What follows belongs to an exercise in optimizing a design on an open flow for small area, a short achievable clock period and few clock cycles per item; a production flow would make more cautious choices.
Only simulation tests tie the RTL to the original design; equivalence was not proved.

==> tundra: inputs <==
// si4464_rf_encoder
module si4464_rf_encoder #(
    parameter [31:0] FREQ_MIN_HZ    = 32'd400000000,
    parameter [31:0] FREQ_MAX_HZ    = 32'd406000000,
    parameter [31:0] BAND_MID_HZ    = 32'd403000000,
    parameter [7:0]  INT_LOW        = 8'd61,
    parameter [7:0]  INT_HIGH       = 8'd62,
    parameter [31:0] REF_DIVISOR_HZ = 32'd6500000,
    parameter [31:0] XTAL_FREQ_HZ   = 32'd26000000
) (
    input  wire        clk,
    input  wire        rst,         
    input  wire        in_valid,
    output wire        in_ready,
    input  wire [63:0] in_word,     
    input  wire [31:0] in_rb,       
    output reg         out_valid,
    input  wire        out_ready,
    output wire [3:0]  out_status,  
    output wire [2:0]  out_len,     
    output wire [39:0] out_data     
);
    wire [7:0]  opc     = in_word[63:56];
    wire        is_freq = (opc == 8'h11);
    wire        is_dr   = (opc == 8'h12) && (in_word[55:16] == 40'd0);
    wire [31:0] freq_hz = in_word[31:0];
    wire        in_band = (freq_hz >= FREQ_MIN_HZ) && (freq_hz <= FREQ_MAX_HZ);
    wire [1:0]  osr_sel  = in_rb[27:26];
    wire [25:0] nco_mode = in_rb[25:0];
  ...
==> flow/config.mk <==
export PLATFORM = sky130hd
export DESIGN_NAME = si4464_rf_encoder
export DESIGN_NICKNAME = si4464_rf_encoder
export VERILOG_FILES = /design/flow/design.v
export SDC_FILE = /design/flow/constraint.sdc
export NUM_CORES = 4
export LEC_CHECK = 0
export CAP_MARGIN = 20
export CORE_MARGIN = 2
export CORE_UTILIZATION = 40
export PLACE_DENSITY = 0.6
export SLEW_MARGIN = 20
export SYNTH_HIERARCHICAL = 1
==> flow/constraint.sdc <==
create_clock -name core_clock -period 70.0 [get_ports {clk}]
set_input_delay 14.0000 -clock core_clock [delete_from_list [all_inputs] [get_ports {clk}]]
set_output_delay 14.0000 -clock core_clock [all_outputs]
set_load 0.01 [all_outputs]
standard.sh (not shown) runs the stock make flow with config.mk's settings and CLKGATE_MAP_FILE= SYNTH_SCRIPT=/design/flow/synth_recipe.tcl, a recipe that flattens the netlist after the stock synthesis.
==> flow/flow/run.sh <==
#!/bin/bash
set -euo pipefail
export BUFFER_PORTS_ARGS="-buffer_cell sky130_fd_sc_hd__buf_1"
export CTS_ARGS="-sink_clustering_enable -repair_clock_nets -dont_use_dummy_load"
bash standard.sh > standard.log 2>&1
==> sierra: changes against tundra <==
--- a/flow/design.v
+++ b/flow/design.v
@@ -20,13 +20,14 @@
     output wire [39:0] out_data     
 );
     wire [7:0]  opc     = in_word[63:56];
     wire        is_freq = (opc == 8'h11);
     wire        is_dr   = (opc == 8'h12) && (in_word[55:16] == 40'd0);
     wire [31:0] freq_hz = in_word[31:0];
-    wire        in_band = (freq_hz >= FREQ_MIN_HZ) && (freq_hz <= FREQ_MAX_HZ);
+    wire        hi_ok   = (freq_hz[31:28] == 4'd1) &&
+                          (freq_hz[27] ? (freq_hz[26:22] == 5'd0) : (freq_hz[26:22] == 5'd31));
     wire [1:0]  osr_sel  = in_rb[27:26];
     wire [25:0] nco_mode = in_rb[25:0];
     wire        q_nz = (nco_mode >= 26'd26000000);     
     wire        q2   = (nco_mode >= 26'd52000000);     
     reg  [1:0]  t_in;
     always @(*) begin
@@ -35,19 +36,20 @@
             2'd2:    t_in = q2 ? 2'd2 : 2'd1;
             default: t_in = q2 ? 2'd1 : 2'd0;
         endcase
     end
     wire [23:0] adj_in = opc[1] ? {21'd0, q_nz, t_in} : in_word[55:32];
     reg         s1_valid;
-    reg         s1_freq, s1_dr, s1_band;
+    reg         s1_freq, s1_dr, s1_hi;
     reg  [21:0] s1_x;
     reg         s1_f27;
     reg  [23:0] s1_adj;
     wire [21:0] x   = s1_x;
     wire [21:0] xn  = ~x;
     wire        f27 = s1_f27;
+    wire        s1_band = s1_hi && (s1_f27 ? (s1_x <= 22'd3346816) : (s1_x >= 22'd1541120));
     wire        low = !s1_f27 || (s1_x < 22'd346816);
     wire [23:0] adj = s1_adj;
     wire [15:0] bps   = s1_x[15:0];
     wire [1:0]  t     = s1_adj[1:0];
     wire [18:0] bps_t = {3'd0, bps} << t;
     wire [20:0] dr_a  = {bps_t, 2'b00};
@@ -741,13 +743,13 @@
         end
     end
     always @(posedge clk) begin
         if (s1_en) begin
             s1_freq <= is_freq;
             s1_dr   <= is_dr;
-            s1_band <= in_band;
+            s1_hi   <= hi_ok;
             s1_x    <= freq_hz[21:0];
             s1_f27  <= freq_hz[27];
             s1_adj  <= adj_in;
         end
     end
     wire [26:0] h_src  = k_valid ? k : res;
==> flow/flow/run.sh (replaced) <==
#!/bin/bash
# The standard layout: the standard.sh runs every ORFS step from
# synthesis to finish (its output is in standard.log, each tool's own log in
# orfs/logs/). Two settings differ from the defaults:
#  - the buffer ORFS puts on every input and output port is buf_1, the
#    smallest buffer, instead of clkdlybuf4s50_1;
#  - clock tree synthesis uses clkbuf_8 below a clkbuf_16 root and inserts
#    no dummy loads.
set -euo pipefail
export BUFFER_PORTS_ARGS="-buffer_cell sky130_fd_sc_hd__buf_1"
export CTS_ARGS="-sink_clustering_enable -repair_clock_nets -dont_use_dummy_load -buf_list sky130_fd_sc_hd__clkbuf_8 -root_buf sky130_fd_sc_hd__clkbuf_16 -sink_clustering_size 30 -sink_clustering_max_diameter 250"
bash standard.sh > standard.log 2>&1
==> harbor: changes against tundra <==
--- a/flow/design.v
+++ b/flow/design.v
@@ -20,13 +20,14 @@
     output wire [39:0] out_data     
 );
     wire [7:0]  opc     = in_word[63:56];
     wire        is_freq = (opc == 8'h11);
     wire        is_dr   = (opc == 8'h12) && (in_word[55:16] == 40'd0);
     wire [31:0] freq_hz = in_word[31:0];
-    wire        in_band = (freq_hz >= FREQ_MIN_HZ) && (freq_hz <= FREQ_MAX_HZ);
+    wire        hi_ok   = (freq_hz[31:28] == 4'd1) &&
+                          (freq_hz[27] ? (freq_hz[26:22] == 5'd0) : (freq_hz[26:22] == 5'd31));
     wire [1:0]  osr_sel  = in_rb[27:26];
     wire [25:0] nco_mode = in_rb[25:0];
     wire        q_nz = (nco_mode >= 26'd26000000);     
     wire        q2   = (nco_mode >= 26'd52000000);     
     reg  [1:0]  t_in;
     always @(*) begin
@@ -35,19 +36,20 @@
             2'd2:    t_in = q2 ? 2'd2 : 2'd1;
             default: t_in = q2 ? 2'd1 : 2'd0;
         endcase
     end
     wire [23:0] adj_in = opc[1] ? {21'd0, q_nz, t_in} : in_word[55:32];
     reg         s1_valid;
-    reg         s1_freq, s1_dr, s1_band;
+    reg         s1_freq, s1_dr, s1_hi;
     reg  [21:0] s1_x;
     reg         s1_f27;
     reg  [23:0] s1_adj;
     wire [21:0] x   = s1_x;
     wire [21:0] xn  = ~x;
     wire        f27 = s1_f27;
+    wire        s1_band = s1_hi && (s1_f27 ? (s1_x <= 22'd3346816) : (s1_x >= 22'd1541120));
     wire        low = !s1_f27 || (s1_x < 22'd346816);
     wire [23:0] adj = s1_adj;
     wire [15:0] bps   = s1_x[15:0];
     wire [1:0]  t     = s1_adj[1:0];
     wire [18:0] bps_t = {3'd0, bps} << t;
     wire [20:0] dr_a  = {bps_t, 2'b00};
@@ -741,13 +743,13 @@
         end
     end
     always @(posedge clk) begin
         if (s1_en) begin
             s1_freq <= is_freq;
             s1_dr   <= is_dr;
-            s1_band <= in_band;
+            s1_hi   <= hi_ok;
             s1_x    <= freq_hz[21:0];
             s1_f27  <= freq_hz[27];
             s1_adj  <= adj_in;
         end
     end
     wire [26:0] h_src  = k_valid ? k : res;
==> flow/flow/run.sh (replaced) <==
#!/bin/bash
# The standard layout: the standard.sh runs every ORFS step from
# synthesis to finish (its output is in standard.log, each tool's own log in
# orfs/logs/). Two settings differ from the defaults:
#  - the buffer ORFS puts on every input and output port is buf_1, the
#    smallest buffer, instead of clkdlybuf4s50_1;
#  - clock tree synthesis uses clkbuf_8 below a clkbuf_16 root and inserts
#    no dummy loads.
set -euo pipefail
export BUFFER_PORTS_ARGS="-buffer_cell sky130_fd_sc_hd__buf_1"
export CTS_ARGS="-sink_clustering_enable -repair_clock_nets -dont_use_dummy_load -buf_list sky130_fd_sc_hd__clkbuf_4 -root_buf sky130_fd_sc_hd__clkbuf_16"
bash standard.sh > standard.log 2>&1
==> comparison <==
sierra produced a clean layout. tundra completed with no timing, DRC or antenna violations. harbor finished clean.
Via count: tundra < sierra < harbor.
Cell count is the same in sierra and harbor.
Of tundra and sierra, tundra has the higher critical path depth (gap 5).
In register-to-register slack, harbor and sierra hardly differ.
Testbench counts of tundra, summed over its fixed seeds: cycles 16,016, items 16,000.
Testbench counts of sierra, summed over its fixed seeds: cycles 16,016, items 16,000.
Testbench counts of harbor, summed over its fixed seeds: cycles 16,016, items 16,000.

-- separate check: timing with driven ports --
Ports are ideal in the flow. The routed layouts listed here were re-timed in OpenROAD.
Step 1 (the two cells are an assumption about what drives the block):
set clk [get_ports {clk}]
set_driving_cell -lib_cell sky130_fd_sc_hd__clkbuf_16 $clk
set_driving_cell -lib_cell sky130_fd_sc_hd__buf_2 [delete_from_list [all_inputs] $clk]
Step 2 moves the port delays by t, midway between the first and last clock arrival at a register: inputs arrive t later, outputs are due t later. That takes back most of the time a late clock gives input paths.
a / b / c = no drivers / after step 1 / after step 2; a / b = the first two.
| run | shift t [ns] | setup WS [ns] | worst hold slack (ns) | clock arrival spread, ns | cell pins on the clock port's net |
|---|---|---|---|---|---|
| tundra | 0.441 | 54.481 / 54.503 / 54.062 | 0.471 / 0.471 / 0.471 | 0.023 / 0.022 | 1 |
| sierra | 0.402 | 54.595 / 54.548 / 54.331 | 0.460 / 0.460 / 0.460 | 0.036 / 0.035 | 1 |
| harbor | 0.395 | 54.604 / 54.555 / 54.330 | 0.468 / 0.468 / 0.468 | 0.057 / 0.056 | 1 |
After both steps setup and hold are still met in every run listed. For tundra, which loses most, drivers alone change the setup slack by +0.022 ns; drivers and shift together by -0.419 ns.
